This design comes from an exercise in tuning for small area, a short achievable clock period and few clock cycles on the open sky130 flow, not from production work.
RTL that was checked went through simulation tests only; none was proved equivalent to the original.

==> run Z: inputs <==
==> flow/design.v <==
module sig_engine (
    input  wire         clk,
    input  wire         rst,        
    input  wire         start,
    input  wire [511:0] key,        
    input  wire [6:0]   keylen,     
    input  wire [15:0]  len,        
    input  wire         in_valid,
    input  wire [7:0]   in_data,
    output wire         in_ready,
    output wire         done,
    output wire         err,
    output wire [255:0] mac,
    output wire [15:0]  crc
);
    localparam integer FW = 3;             
    localparam integer NF = 1 << FW;
    localparam [1:0] B_KI = 2'd0,          
                     B_M  = 2'd1,          
                     B_KO = 2'd2,          
                     B_OU = 2'd3;          
    localparam [255:0] IV = {32'h6a09e667, 32'hbb67ae85, 32'h3c6ef372, 32'ha54ff53a,
                             32'h510e527f, 32'h9b05688c, 32'h1f83d9ab, 32'h5be0cd19};
    function [31:0] rotr(input [31:0] x, input integer n);
        rotr = (x >> n) | (x << (32 - n));
    endfunction
    function [31:0] kconst(input [5:0] i);
        case (i)
            6'd0:  kconst = 32'h428a2f98; 6'd1:  kconst = 32'h71374491;
            6'd2:  kconst = 32'hb5c0fbcf; 6'd3:  kconst = 32'he9b5dba5;
            6'd4:  kconst = 32'h3956c25b; 6'd5:  kconst = 32'h59f111f1;
            6'd6:  kconst = 32'h923f82a4; 6'd7:  kconst = 32'hab1c5ed5;
            6'd8:  kconst = 32'hd807aa98; 6'd9:  kconst = 32'h12835b01;
            6'd10: kconst = 32'h243185be; 6'd11: kconst = 32'h550c7dc3;
            6'd12: kconst = 32'h72be5d74; 6'd13: kconst = 32'h80deb1fe;
            6'd14: kconst = 32'h9bdc06a7; 6'd15: kconst = 32'hc19bf174;
            6'd16: kconst = 32'he49b69c1; 6'd17: kconst = 32'hefbe4786;
            6'd18: kconst = 32'h0fc19dc6; 6'd19: kconst = 32'h240ca1cc;
            6'd20: kconst = 32'h2de92c6f; 6'd21: kconst = 32'h4a7484aa;
            6'd22: kconst = 32'h5cb0a9dc; 6'd23: kconst = 32'h76f988da;
            6'd24: kconst = 32'h983e5152; 6'd25: kconst = 32'ha831c66d;
            6'd26: kconst = 32'hb00327c8; 6'd27: kconst = 32'hbf597fc7;
            6'd28: kconst = 32'hc6e00bf3; 6'd29: kconst = 32'hd5a79147;
            6'd30: kconst = 32'h06ca6351; 6'd31: kconst = 32'h14292967;
            6'd32: kconst = 32'h27b70a85; 6'd33: kconst = 32'h2e1b2138;
            6'd34: kconst = 32'h4d2c6dfc; 6'd35: kconst = 32'h53380d13;
            6'd36: kconst = 32'h650a7354; 6'd37: kconst = 32'h766a0abb;
            6'd38: kconst = 32'h81c2c92e; 6'd39: kconst = 32'h92722c85;
            6'd40: kconst = 32'ha2bfe8a1; 6'd41: kconst = 32'ha81a664b;
            6'd42: kconst = 32'hc24b8b70; 6'd43: kconst = 32'hc76c51a3;
            6'd44: kconst = 32'hd192e819; 6'd45: kconst = 32'hd6990624;
            6'd46: kconst = 32'hf40e3585; 6'd47: kconst = 32'h106aa070;
            6'd48: kconst = 32'h19a4c116; 6'd49: kconst = 32'h1e376c08;
            6'd50: kconst = 32'h2748774c; 6'd51: kconst = 32'h34b0bcb5;
            6'd52: kconst = 32'h391c0cb3; 6'd53: kconst = 32'h4ed8aa4a;
            6'd54: kconst = 32'h5b9cca4f; 6'd55: kconst = 32'h682e6ff3;
            6'd56: kconst = 32'h748f82ee; 6'd57: kconst = 32'h78a5636f;
            6'd58: kconst = 32'h84c87814; 6'd59: kconst = 32'h8cc70208;
            6'd60: kconst = 32'h90befffa; 6'd61: kconst = 32'ha4506ceb;
            6'd62: kconst = 32'hbef9a3f7; default: kconst = 32'hc67178f2;
        endcase
    endfunction
    reg          busy;        
    reg          done_q, err_q;
    reg  [31:0]  H [0:7];
    reg  [31:0]  a, b, c, d, e, f, g, h;
    reg  [31:0]  win [0:15];  
    reg  [31:0]  kw;
    reg          wv;          
    reg          kv;          
    reg  [15:0]  rem;         
    reg  [1:0]   bidx;        
    reg  [23:0]  acc;
    reg          padw;        
    reg  [15:0]  crc_q;
    reg  [3:0]   dwr;         
    reg  [32:0]  fifo [0:NF-1];   
    reg  [FW-1:0] wp, rp;
    reg  [FW:0]  fcnt;
    reg  [1:0]   pt;          
    reg  [5:0]   jp;          
    reg          padp;        
    reg          pfin;        
    reg          pend;        
    reg  [5:0]   jk;
    reg  [1:0]   rt;          
    reg  [5:0]   jr;
    reg          fa;          
    wire        ffull  = fcnt[FW];
    wire        fempty = (fcnt == 0);
    reg         in_ready_q;   
    assign in_ready = in_ready_q;
    wire        take   = in_valid && in_ready_q;
    wire        wr_word = take && (bidx == 2'd3);
    wire        flush  = busy && (rem == 16'd0) && !padw && !ffull;
    wire        wr_dig = (dwr != 4'd0);
    wire        fwr    = wr_word || flush || wr_dig;
    reg  [31:0] flush_word;
    always @(*) begin
        case (bidx)
            2'd0:    flush_word = 32'h80000000;
            2'd1:    flush_word = {acc[7:0], 24'h800000};
            2'd2:    flush_word = {acc[15:0], 16'h8000};
            default: flush_word = {acc[23:0], 8'h80};
        endcase
    end
    wire        dig_a  = (dwr > 4'd4);
    wire [32:0] fwdata = wr_word ? {1'b0, acc, in_data} :
                         flush   ? {1'b1, flush_word} :
                                   {1'b0, dig_a ? H[3] : H[7]};
    reg  [15:0] crc_next;
    integer ci;
    always @(*) begin
        crc_next = crc_q ^ {in_data, 8'h00};
        for (ci = 0; ci < 8; ci = ci + 1)
            crc_next = crc_next[15] ? ((crc_next << 1) ^ 16'h1021) : (crc_next << 1);
    end
    wire [31:0] w1  = win[1];
    wire [31:0] w14 = win[14];
    wire [31:0] s0_w = rotr(w1, 7) ^ rotr(w1, 18) ^ (w1 >> 3);
    wire [31:0] s1_w = rotr(w14, 17) ^ rotr(w14, 19) ^ (w14 >> 10);
    function [63:0] csa(input [31:0] x, input [31:0] y, input [31:0] z);
        csa = {((x & y) | (x & z) | (y & z)) << 1, x ^ y ^ z};
    endfunction
    wire [63:0] sw1 = csa(win[9], win[0], s0_w);
    wire [63:0] sw2 = csa(sw1[31:0], sw1[63:32], s1_w);
    wire [31:0] w_sched = sw2[31:0] + sw2[63:32];
    reg  [31:0] kword;
    integer kb;
    always @(*) begin
        for (kb = 0; kb < 4; kb = kb + 1)
            kword[31 - 8*kb -: 8] = (({jp[3:0], 2'b00} + kb) < keylen) ?
                                    key[{jp[3:0], 2'b00, 3'b000} + 8*kb +: 8] : 8'h00;
    end
    wire [31:0] kpad = (pt == B_KO) ? 32'h5c5c5c5c : 32'h36363636;
    wire [19:0] bitlen = {len + 17'd64, 3'b000};
    wire [FW-1:0] ra  = (pt == B_OU) ? {{(FW-3){1'b0}}, jp[2], ~jp[1:0]} : rp;
    wire [32:0]   fhd = fifo[ra];
    reg  [31:0] src;
    reg         src_ok;
    reg         src_fifo;
    always @(*) begin
        src      = 32'h0;
        src_ok   = 1'b1;
        src_fifo = 1'b0;
        if (jp[5:4] != 2'b00) begin
            src = w_sched;
        end else begin
            case (pt)
                B_KI, B_KO: src = kword ^ kpad;
                B_M: begin
                    if (!padp) begin
                        src      = fhd[31:0];
                        src_ok   = !fempty;
                        src_fifo = 1'b1;
                    end else if (jp[3:0] == 4'd15 && pfin) begin
                        src = {12'h000, bitlen};
                    end
                end
                default: begin
                    if (!jp[3]) begin
                        src      = fhd[31:0];
                        src_ok   = !fempty;
                        src_fifo = 1'b1;
                    end else if (jp[3:0] == 4'd8) begin
                        src = 32'h80000000;
                    end else if (jp[3:0] == 4'd15) begin
                        src = 32'h00000300;
                    end
                end
            endcase
        end
    end
    wire round_fire = kv && !fa;
    wire kw_fire    = wv && (!kv || round_fire) && (jk != 6'd0 || jr == 6'd0);
    wire push_fire  = busy && !pend && src_ok && (!wv || kw_fire);
    wire frd        = push_fire && src_fifo;
    wire [31:0] sum1 = rotr(e, 6) ^ rotr(e, 11) ^ rotr(e, 25);
    wire [31:0] ch   = (e & f) ^ (~e & g);
    wire [31:0] sum0 = rotr(a, 2) ^ rotr(a, 13) ^ rotr(a, 22);
    wire [31:0] maj  = (a & b) ^ (a & c) ^ (b & c);
    wire [63:0] ra1 = csa(kw, ch, maj);
    wire [63:0] ra2 = csa(ra1[31:0], ra1[63:32], sum0);
    wire [63:0] ra3 = csa(ra2[31:0], ra2[63:32], sum1);
    wire [31:0] a_new = ra3[31:0] + ra3[63:32];
    wire [63:0] re1 = csa(d, kw, ch);
    wire [63:0] re2 = csa(re1[31:0], re1[63:32], sum1);
    wire [31:0] e_new = re2[31:0] + re2[63:32];
    wire        ff_iv = (rt == B_KI) || (rt == B_KO);
    reg  [1:0]  ffc;          
    wire [1:0]  ffi   = ~ffc;
    reg  [31:0] iva, ive;
    always @(*) begin
        case (ffi)
            2'd0: begin iva = IV[255:224]; ive = IV[127:96]; end
            2'd1: begin iva = IV[223:192]; ive = IV[95:64];  end
            2'd2: begin iva = IV[191:160]; ive = IV[63:32];  end
            default: begin iva = IV[159:128]; ive = IV[31:0]; end
        endcase
    end
    wire [31:0] suma = (ff_iv ? iva : H[3]) + a;
    wire [31:0] sume = (ff_iv ? ive : H[7]) + e;
    wire        ff_step = fa || (round_fire && jr >= 6'd61);
    wire        last_m = (rt == B_M) && (pt != B_M);
    wire [31:0] h_src = round_fire ? g :
                        fa ? (last_m ? IV[31:0] : H[6]) : h;
    wire [63:0] rk1 = csa(h_src, kconst(jk), win[15]);
    wire [31:0] hk_new = rk1[31:0] + rk1[63:32];
    wire start_ok = start && !busy;
    wire        busy_n = rst ? 1'b0 :
                         start_ok ? (keylen <= 7'd64) :
                         (busy && fa && rt == B_OU) ? 1'b0 : busy;
    wire        remnz_n = start_ok ? (len != 16'd0) :
                          take ? (rem != 16'd1) : (rem != 16'd0);
    wire [1:0]  bidx_n = start_ok ? 2'd0 : flush ? 2'd0 :
                         take ? bidx + 2'd1 : bidx;
    wire        frd_n  = push_fire && src_fifo;
    wire [FW:0] fcnt_n = start_ok ? {(FW+1){1'b0}} :
                         (fwr && !frd_n) ? fcnt + 1'b1 :
                         (!fwr && frd_n) ? fcnt - 1'b1 : fcnt;
    always @(posedge clk)
        in_ready_q <= busy_n && remnz_n && !(bidx_n == 2'd3 && fcnt_n[FW]);
    integer i;
    always @(posedge clk) begin
        if (rst) begin
            busy   <= 1'b0;
            done_q <= 1'b0;
            err_q  <= 1'b0;
        end else begin
            done_q <= 1'b0;
            if (start_ok) begin
                err_q  <= (keylen > 7'd64);
                done_q <= (keylen > 7'd64);
                busy   <= (keylen <= 7'd64);
            end else if (busy && fa && rt == B_OU) begin
                busy   <= 1'b0;
                done_q <= 1'b1;
            end
        end
    end
    always @(posedge clk) begin
        if (start_ok) begin
            rem   <= len;
            bidx  <= 2'd0;
            padw  <= 1'b0;
            crc_q <= 16'hffff;
            dwr   <= 4'd0;
            wp    <= {FW{1'b0}};
            rp    <= {FW{1'b0}};
            fcnt  <= {(FW+1){1'b0}};
            pt    <= B_KI;
            jp    <= 6'd0;
            padp  <= 1'b0;
            pfin  <= 1'b0;
            pend  <= 1'b0;
            jk    <= 6'd0;
            rt    <= B_KI;
            jr    <= 6'd0;
            ffc   <= 2'd0;
            fa    <= 1'b0;
            wv    <= 1'b0;
            kv    <= 1'b0;
            {a, b, c, d, e, f, g, h} <= IV;
        end else begin
            if (take) begin
                rem   <= rem - 16'd1;
                bidx  <= bidx + 2'd1;
                acc   <= {acc[15:0], in_data};
                crc_q <= crc_next;
            end
            if (flush) begin
                padw <= 1'b1;
                bidx <= 2'd0;
            end
            if (wr_dig) begin
                dwr  <= dwr - 4'd1;
            end
            if (fwr) begin
                fifo[wp] <= fwdata;
                wp <= wp + 1'b1;
            end
            if (last_m && fa) begin
                wp <= {FW{1'b0}};
                rp <= {FW{1'b0}};
            end
            if (frd)
                rp <= rp + 1'b1;
            if (fwr && !frd)
                fcnt <= fcnt + 1'b1;
            else if (!fwr && frd)
                fcnt <= fcnt - 1'b1;
            if (push_fire) begin
                for (i = 0; i < 15; i = i + 1)
                    win[i] <= win[i+1];
                win[15] <= src;
                jp <= jp + 6'd1;
                if (pt == B_M && jp[5:4] == 2'b00) begin
                    if (!padp) begin
                        if (fhd[32]) begin
                            padp <= 1'b1;
                            if (jp[3:0] <= 4'd13)
                                pfin <= 1'b1;
                        end
                    end else if (jp[3:0] == 4'd0) begin
                        pfin <= 1'b1;
                    end
                end
                if (jp == 6'd63) begin
                    case (pt)
                        B_KI: pt <= B_M;
                        B_M:  if (pfin) pt <= B_KO;
                        B_KO: pt <= B_OU;
                        default: pend <= 1'b1;
                    endcase
                end
            end
            if (kw_fire) begin
                kw <= hk_new;
                jk <= jk + 6'd1;
            end
            if (push_fire)
                wv <= 1'b1;
            else if (kw_fire)
                wv <= 1'b0;
            if (kw_fire)
                kv <= 1'b1;
            else if (round_fire)
                kv <= 1'b0;
            if (round_fire) begin
                h <= g; g <= f; f <= e; e <= e_new;
                d <= c; c <= b; b <= a; a <= a_new;
                jr <= jr + 6'd1;
                if (jr == 6'd63)
                    fa <= 1'b1;
            end
            if (ff_step)
                ffc <= ffc + 2'd1;
            if (ff_step || (wr_dig && dig_a)) begin
                H[0] <= suma; H[1] <= H[0]; H[2] <= H[1]; H[3] <= H[2];
            end
            if (ff_step || (wr_dig && !dig_a)) begin
                H[4] <= sume; H[5] <= H[4]; H[6] <= H[5]; H[7] <= H[6];
            end
            if (fa) begin
                fa <= 1'b0;
                if (last_m) begin
                    {a, b, c, d, e, f, g, h} <= IV;
                    dwr <= 4'd8;
                end else begin
                    {a, b, c, d, e, f, g, h} <= {suma, H[0], H[1], H[2], sume, H[4], H[5], H[6]};
                end
                case (rt)
                    B_KI: rt <= B_M;
                    B_M:  if (last_m) rt <= B_KO;
                    B_KO: rt <= B_OU;
                    default: ;
                endcase
            end
        end
    end
    assign done = done_q;
    assign err  = err_q;
    assign mac  = {H[0], H[1], H[2], H[3], H[4], H[5], H[6], H[7]};
    assign crc  = crc_q;
endmodule
==> flow/flow/run.sh <==
#!/bin/bash
# Standard layout, with the timing repair aiming below the clock period.
set -e
export SETUP_SLACK_MARGIN=6.0
bash standard.sh > standard.log 2>&1
==> flow/standard.sh <==
#!/bin/bash
# synth_recipe.tcl (not shown) runs the flow's synth.tcl, then flattens the netlist and writes it again
# the make line also repeats each setting of config.mk as NAME=value (left out here)
make -C /OpenROAD-flow-scripts/flow DESIGN_CONFIG=/design/flow/config.mk WORK_HOME=/design/flow/orfs CLKGATE_MAP_FILE= SYNTH_SCRIPT=/design/flow/synth_recipe.tcl "${@:-finish}"
==> flow/config.mk <==
export PLATFORM = sky130hd
export DESIGN_NAME = sig_engine
export DESIGN_NICKNAME = sig_engine
export VERILOG_FILES = /design/flow/design.v
export SDC_FILE = /design/flow/constraint.sdc
export NUM_CORES = 4
export LEC_CHECK = 0
export ABC_AREA = 1
export CAP_MARGIN = 20
export CORE_MARGIN = 2
export CORE_UTILIZATION = 45
export PLACE_DENSITY = 0.65
export SLEW_MARGIN = 20
==> flow/constraint.sdc <==
create_clock -name core_clock -period 10.0 [get_ports {clk}]
set_input_delay 2.0000 -clock core_clock [delete_from_list [all_inputs] [get_ports {clk}]]
set_output_delay 2.0000 -clock core_clock [all_outputs]
set_load 0.01 [all_outputs]
==> inputs of run G, as changes to run Z <==
--- a/flow/design.v
+++ b/flow/design.v
@@ -95,6 +95,8 @@
     wire        flush  = busy && (rem == 16'd0) && !padw && !ffull;
     wire        wr_dig = (dwr != 4'd0);
     wire        fwr    = wr_word || flush || wr_dig;
+    wire        word_slot = in_ready_q && (bidx == 2'd3);
+    wire        fslot  = word_slot || flush || wr_dig;
     reg  [31:0] flush_word;
     always @(*) begin
         case (bidx)
@@ -105,7 +107,7 @@
         endcase
     end
     wire        dig_a  = (dwr > 4'd4);
-    wire [32:0] fwdata = wr_word ? {1'b0, acc, in_data} :
+    wire [32:0] fwdata = word_slot ? {1'b0, acc, in_data} :
                          flush   ? {1'b1, flush_word} :
                                    {1'b0, dig_a ? H[3] : H[7]};
     reg  [15:0] crc_next;
@@ -115,16 +117,17 @@
         for (ci = 0; ci < 8; ci = ci + 1)
             crc_next = crc_next[15] ? ((crc_next << 1) ^ 16'h1021) : (crc_next << 1);
     end
-    wire [31:0] w1  = win[1];
+    reg  [31:0] pre;
+    wire [31:0] w2  = win[2];
     wire [31:0] w14 = win[14];
-    wire [31:0] s0_w = rotr(w1, 7) ^ rotr(w1, 18) ^ (w1 >> 3);
+    wire [31:0] s0_w = rotr(w2, 7) ^ rotr(w2, 18) ^ (w2 >> 3);
     wire [31:0] s1_w = rotr(w14, 17) ^ rotr(w14, 19) ^ (w14 >> 10);
     function [63:0] csa(input [31:0] x, input [31:0] y, input [31:0] z);
         csa = {((x & y) | (x & z) | (y & z)) << 1, x ^ y ^ z};
     endfunction
-    wire [63:0] sw1 = csa(win[9], win[0], s0_w);
-    wire [63:0] sw2 = csa(sw1[31:0], sw1[63:32], s1_w);
-    wire [31:0] w_sched = sw2[31:0] + sw2[63:32];
+    wire [63:0] sw1 = csa(win[10], win[1], s0_w);
+    wire [31:0] pre_new = sw1[31:0] + sw1[63:32];
+    wire [31:0] w_sched = s1_w + pre;
     reg  [31:0] kword;
     integer kb;
     always @(*) begin
@@ -204,7 +207,8 @@
     wire        last_m = (rt == B_M) && (pt != B_M);
     wire [31:0] h_src = round_fire ? g :
                         fa ? (last_m ? IV[31:0] : H[6]) : h;
-    wire [63:0] rk1 = csa(h_src, kconst(jk), win[15]);
+    reg  [31:0] kq;           
+    wire [63:0] rk1 = csa(h_src, kq, win[15]);
     wire [31:0] hk_new = rk1[31:0] + rk1[63:32];
     wire start_ok = start && !busy;
     wire        busy_n = rst ? 1'b0 :
@@ -254,6 +258,7 @@
             pfin  <= 1'b0;
             pend  <= 1'b0;
             jk    <= 6'd0;
+            kq    <= kconst(6'd0);
             rt    <= B_KI;
             jr    <= 6'd0;
             ffc   <= 2'd0;
@@ -275,10 +280,10 @@
             if (wr_dig) begin
                 dwr  <= dwr - 4'd1;
             end
-            if (fwr) begin
+            if (fslot)
                 fifo[wp] <= fwdata;
+            if (fwr)
                 wp <= wp + 1'b1;
-            end
             if (last_m && fa) begin
                 wp <= {FW{1'b0}};
                 rp <= {FW{1'b0}};
@@ -293,6 +298,7 @@
                 for (i = 0; i < 15; i = i + 1)
                     win[i] <= win[i+1];
                 win[15] <= src;
+                pre <= pre_new;
                 jp <= jp + 6'd1;
                 if (pt == B_M && jp[5:4] == 2'b00) begin
                     if (!padp) begin
@@ -316,6 +322,7 @@
             end
             if (kw_fire) begin
                 kw <= hk_new;
+                kq <= kconst(jk + 6'd1);
                 jk <= jk + 6'd1;
             end
             if (push_fire)
==> flow/flow/run.sh (replaced) <==
#!/bin/bash
# Standard layout, with the timing repair aiming below the clock period.
set -e
export SETUP_SLACK_MARGIN=5.5
bash standard.sh > standard.log 2>&1
ABC_AREA = unset   (was 1)
==> inputs of run M, as changes to run Z <==
--- a/flow/design.v
+++ b/flow/design.v
@@ -88,9 +88,9 @@
     reg          fa;          
     wire        ffull  = fcnt[FW];
     wire        fempty = (fcnt == 0);
-    reg         in_ready_q;   
-    assign in_ready = in_ready_q;
-    wire        take   = in_valid && in_ready_q;
+    wire        in_on  = busy && (rem != 16'd0);
+    assign in_ready = in_on && !(bidx == 2'd3 && ffull);
+    wire        take   = in_valid && in_ready;
     wire        wr_word = take && (bidx == 2'd3);
     wire        flush  = busy && (rem == 16'd0) && !padw && !ffull;
     wire        wr_dig = (dwr != 4'd0);
@@ -172,23 +172,24 @@
         end
     end
     wire round_fire = kv && !fa;
-    wire kw_fire    = wv && (!kv || round_fire) && (jk != 6'd0 || jr == 6'd0);
+    wire kw_fire    = wv && (!kv || round_fire);
     wire push_fire  = busy && !pend && src_ok && (!wv || kw_fire);
     wire frd        = push_fire && src_fifo;
     wire [31:0] sum1 = rotr(e, 6) ^ rotr(e, 11) ^ rotr(e, 25);
     wire [31:0] ch   = (e & f) ^ (~e & g);
     wire [31:0] sum0 = rotr(a, 2) ^ rotr(a, 13) ^ rotr(a, 22);
     wire [31:0] maj  = (a & b) ^ (a & c) ^ (b & c);
-    wire [63:0] ra1 = csa(kw, ch, maj);
-    wire [63:0] ra2 = csa(ra1[31:0], ra1[63:32], sum0);
-    wire [63:0] ra3 = csa(ra2[31:0], ra2[63:32], sum1);
-    wire [31:0] a_new = ra3[31:0] + ra3[63:32];
-    wire [63:0] re1 = csa(d, kw, ch);
-    wire [63:0] re2 = csa(re1[31:0], re1[63:32], sum1);
-    wire [31:0] e_new = re2[31:0] + re2[63:32];
+    wire [63:0] ra1 = csa(h, kw, ch);
+    wire [63:0] ra2 = csa(maj, sum0, sum1);
+    wire [63:0] ra3 = csa(ra1[31:0], ra1[63:32], ra2[31:0]);
+    wire [63:0] ra4 = csa(ra3[31:0], ra3[63:32], ra2[63:32]);
+    wire [31:0] a_new = ra4[31:0] + ra4[63:32];
+    wire [63:0] re1 = csa(d, h, kw);
+    wire [63:0] re2 = csa(re1[31:0], re1[63:32], ch);
+    wire [63:0] re3 = csa(re2[31:0], re2[63:32], sum1);
+    wire [31:0] e_new = re3[31:0] + re3[63:32];
     wire        ff_iv = (rt == B_KI) || (rt == B_KO);
-    reg  [1:0]  ffc;          
-    wire [1:0]  ffi   = ~ffc;
+    wire [1:0]  ffi   = fa ? 2'd0 : ~jr[1:0] + 2'd1;   
     reg  [31:0] iva, ive;
     always @(*) begin
         case (ffi)
@@ -202,24 +203,7 @@
     wire [31:0] sume = (ff_iv ? ive : H[7]) + e;
     wire        ff_step = fa || (round_fire && jr >= 6'd61);
     wire        last_m = (rt == B_M) && (pt != B_M);
-    wire [31:0] h_src = round_fire ? g :
-                        fa ? (last_m ? IV[31:0] : H[6]) : h;
-    wire [63:0] rk1 = csa(h_src, kconst(jk), win[15]);
-    wire [31:0] hk_new = rk1[31:0] + rk1[63:32];
     wire start_ok = start && !busy;
-    wire        busy_n = rst ? 1'b0 :
-                         start_ok ? (keylen <= 7'd64) :
-                         (busy && fa && rt == B_OU) ? 1'b0 : busy;
-    wire        remnz_n = start_ok ? (len != 16'd0) :
-                          take ? (rem != 16'd1) : (rem != 16'd0);
-    wire [1:0]  bidx_n = start_ok ? 2'd0 : flush ? 2'd0 :
-                         take ? bidx + 2'd1 : bidx;
-    wire        frd_n  = push_fire && src_fifo;
-    wire [FW:0] fcnt_n = start_ok ? {(FW+1){1'b0}} :
-                         (fwr && !frd_n) ? fcnt + 1'b1 :
-                         (!fwr && frd_n) ? fcnt - 1'b1 : fcnt;
-    always @(posedge clk)
-        in_ready_q <= busy_n && remnz_n && !(bidx_n == 2'd3 && fcnt_n[FW]);
     integer i;
     always @(posedge clk) begin
         if (rst) begin
@@ -256,7 +240,6 @@
             jk    <= 6'd0;
             rt    <= B_KI;
             jr    <= 6'd0;
-            ffc   <= 2'd0;
             fa    <= 1'b0;
             wv    <= 1'b0;
             kv    <= 1'b0;
@@ -315,7 +298,7 @@
                 end
             end
             if (kw_fire) begin
-                kw <= hk_new;
+                kw <= kconst(jk) + win[15];
                 jk <= jk + 6'd1;
             end
             if (push_fire)
@@ -333,8 +316,6 @@
                 if (jr == 6'd63)
                     fa <= 1'b1;
             end
-            if (ff_step)
-                ffc <= ffc + 2'd1;
             if (ff_step || (wr_dig && dig_a)) begin
                 H[0] <= suma; H[1] <= H[0]; H[2] <= H[1]; H[3] <= H[2];
             end
==> flow/run.sh (new file) <==
#!/bin/bash
# synth_recipe.tcl (not shown) runs the flow's synth.tcl, then flattens the netlist and writes it again
# the make line also repeats each setting of config.mk as NAME=value (left out here)
make -C /OpenROAD-flow-scripts/flow DESIGN_CONFIG=/design/flow/config.mk WORK_HOME=/design/flow/orfs CLKGATE_MAP_FILE= SYNTH_SCRIPT=/design/flow/synth_recipe.tcl finish
ABC_AREA = unset   (was 1)
ABC_CLOCK_PERIOD_IN_PS = 5000   (was unset)
CORE_UTILIZATION = 40   (was 45)
PLACE_DENSITY = 0.6   (was 0.65)
SETUP_SLACK_MARGIN = 4.5   (was unset)
removed: flow/flow/run.sh
removed: flow/standard.sh
==> inputs of run C, as changes to run Z <==
--- a/flow/design.v
+++ b/flow/design.v
@@ -172,20 +172,22 @@
         end
     end
     wire round_fire = kv && !fa;
-    wire kw_fire    = wv && (!kv || round_fire) && (jk != 6'd0 || jr == 6'd0);
+    wire kw_fire    = wv && (!kv || round_fire);
     wire push_fire  = busy && !pend && src_ok && (!wv || kw_fire);
     wire frd        = push_fire && src_fifo;
     wire [31:0] sum1 = rotr(e, 6) ^ rotr(e, 11) ^ rotr(e, 25);
     wire [31:0] ch   = (e & f) ^ (~e & g);
     wire [31:0] sum0 = rotr(a, 2) ^ rotr(a, 13) ^ rotr(a, 22);
     wire [31:0] maj  = (a & b) ^ (a & c) ^ (b & c);
-    wire [63:0] ra1 = csa(kw, ch, maj);
-    wire [63:0] ra2 = csa(ra1[31:0], ra1[63:32], sum0);
-    wire [63:0] ra3 = csa(ra2[31:0], ra2[63:32], sum1);
-    wire [31:0] a_new = ra3[31:0] + ra3[63:32];
-    wire [63:0] re1 = csa(d, kw, ch);
-    wire [63:0] re2 = csa(re1[31:0], re1[63:32], sum1);
-    wire [31:0] e_new = re2[31:0] + re2[63:32];
+    wire [63:0] ra1 = csa(h, kw, ch);
+    wire [63:0] ra2 = csa(maj, sum0, sum1);
+    wire [63:0] ra3 = csa(ra1[31:0], ra1[63:32], ra2[31:0]);
+    wire [63:0] ra4 = csa(ra3[31:0], ra3[63:32], ra2[63:32]);
+    wire [31:0] a_new = ra4[31:0] + ra4[63:32];
+    wire [63:0] re1 = csa(d, h, kw);
+    wire [63:0] re2 = csa(re1[31:0], re1[63:32], ch);
+    wire [63:0] re3 = csa(re2[31:0], re2[63:32], sum1);
+    wire [31:0] e_new = re3[31:0] + re3[63:32];
     wire        ff_iv = (rt == B_KI) || (rt == B_KO);
     reg  [1:0]  ffc;          
     wire [1:0]  ffi   = ~ffc;
@@ -202,10 +204,6 @@
     wire [31:0] sume = (ff_iv ? ive : H[7]) + e;
     wire        ff_step = fa || (round_fire && jr >= 6'd61);
     wire        last_m = (rt == B_M) && (pt != B_M);
-    wire [31:0] h_src = round_fire ? g :
-                        fa ? (last_m ? IV[31:0] : H[6]) : h;
-    wire [63:0] rk1 = csa(h_src, kconst(jk), win[15]);
-    wire [31:0] hk_new = rk1[31:0] + rk1[63:32];
     wire start_ok = start && !busy;
     wire        busy_n = rst ? 1'b0 :
                          start_ok ? (keylen <= 7'd64) :
@@ -315,7 +313,7 @@
                 end
             end
             if (kw_fire) begin
-                kw <= hk_new;
+                kw <= kconst(jk) + win[15];
                 jk <= jk + 6'd1;
             end
             if (push_fire)
==> flow/run.sh (new file) <==
#!/bin/bash
# synth_recipe.tcl (not shown) runs the flow's synth.tcl, then flattens the netlist and writes it again
# the make line also repeats each setting of config.mk as NAME=value (left out here)
make -C /OpenROAD-flow-scripts/flow DESIGN_CONFIG=/design/flow/config.mk WORK_HOME=/design/flow/orfs CLKGATE_MAP_FILE= SYNTH_SCRIPT=/design/flow/synth_recipe.tcl finish
ABC_AREA = unset   (was 1)
CORE_UTILIZATION = 60   (was 45)
PLACE_DENSITY = 0.72   (was 0.65)
SETUP_SLACK_MARGIN = 5   (was unset)
removed: flow/flow/run.sh
removed: flow/standard.sh
==> run summary <==
item                                                                        run M      run G      run Z      run C
Run status                                       no timing/DRC/antenna violations  no timing/DRC/antenna violations  no timing/DRC/antenna violations  no timing/DRC/antenna violations
Flip-flop and latch area                                                40300 µm²  40500 µm²  40500 µm²  40400 µm²
Inverter count                                                                361        576       1120        383
Fraction of area in multi-input gates                                       0.378      0.386      0.378      0.386
GR Util met3                                                               0.0574     0.0856      0.130      0.115
Fraction of the mapped netlist area in simple logic gates                  0.0768     0.0864      0.202     0.0723
Placement-stage worst setup slack                                         3.88 ns    4.03 ns    3.83 ns    3.52 ns
Max FFs per register                                                          512        480        512        512
Total global-route track usage                                              0.316      0.353      0.429      0.435
Number of standard cells in the final layout excluding fillers              10009      10408      13068       9141
Mux share of post-synthesis cell area                                       0.102     0.0980    0.00225      0.104
Multi-In Gates                                                               4293       4651       6347       4283
DR iter-0 viols                                                              5907       7589      10286       8746
Non-clock buffers                                                             914       1062       1343        935
Area of the multi-input gates                                           36300 µm²  38700 µm²  40400 µm²  36700 µm²
Met1 layer wirelength in the final routing                              113000 µm  134000 µm  150000 µm  102000 µm
Seq area share                                                              0.420      0.404      0.378      0.425
Met3 routed wirelength                                                   23300 µm   31800 µm   47600 µm   35900 µm
Antenna violations before repair                                               62         45         51         75
Sequential fraction of the synthesis area                                   0.509      0.497      0.485      0.509
Detailed Place HPWL                                                     247000 µm  251000 µm  306000 µm  223000 µm
Setup ws final                                                            4.61 ns    5.32 ns    5.81 ns    4.91 ns
Most frequent standard cell in the layout excluding fill and tap cells   edfxtp_1   edfxtp_1    nand2_1   edfxtp_1
Area fraction in compound gates after synthesis                             0.110      0.119      0.103      0.112
Testbench counts of run G, summed over its fixed seeds: cycles 49,790.
Testbench counts of run M, summed over its fixed seeds: cycles 49,790.
Testbench counts of run C, summed over its fixed seeds: cycles 49,790.
Only the layout flow was run in run Z; the RTL was not checked for function there.

==> re-timing with driven ports <==
Ports are ideal in the flow. The routed layouts listed here were re-timed in OpenROAD.
Step 1, drivers: a clkbuf_16 drives clk and a buf_2 each remaining input, both assumed.
Step 2 also shifts input and output timing later by t, the mid clock arrival at the registers, as if the neighbouring blocks saw the same clock.
Three values: ideal, step 1, step 2; two values: the first two.
| run | t, ns | setup slack, ns | hold slack, ns | worst slew at a driven data input, ns |
|---|---|---|---|---|
| run Z | 0.945 | 5.813 / 5.813 / 4.907 | 0.405 / 0.405 / 0.405 | 0.23 |
| run G | 0.922 | 5.318 / 5.318 / 4.715 | 0.392 / 0.392 / 0.392 | 0.37 |
| run M | 0.920 | 4.612 / 4.611 / 4.080 | 0.393 / 0.393 / 0.393 | 0.44 |
| run C | 0.881 | 4.906 / 4.906 / 4.393 | 0.404 / 0.404 / 0.404 | 0.40 |
After both steps setup and hold are still met in every run listed. For run Z, which loses most, drivers alone change the setup slack by 0.000 ns; drivers and shift together by -0.906 ns.
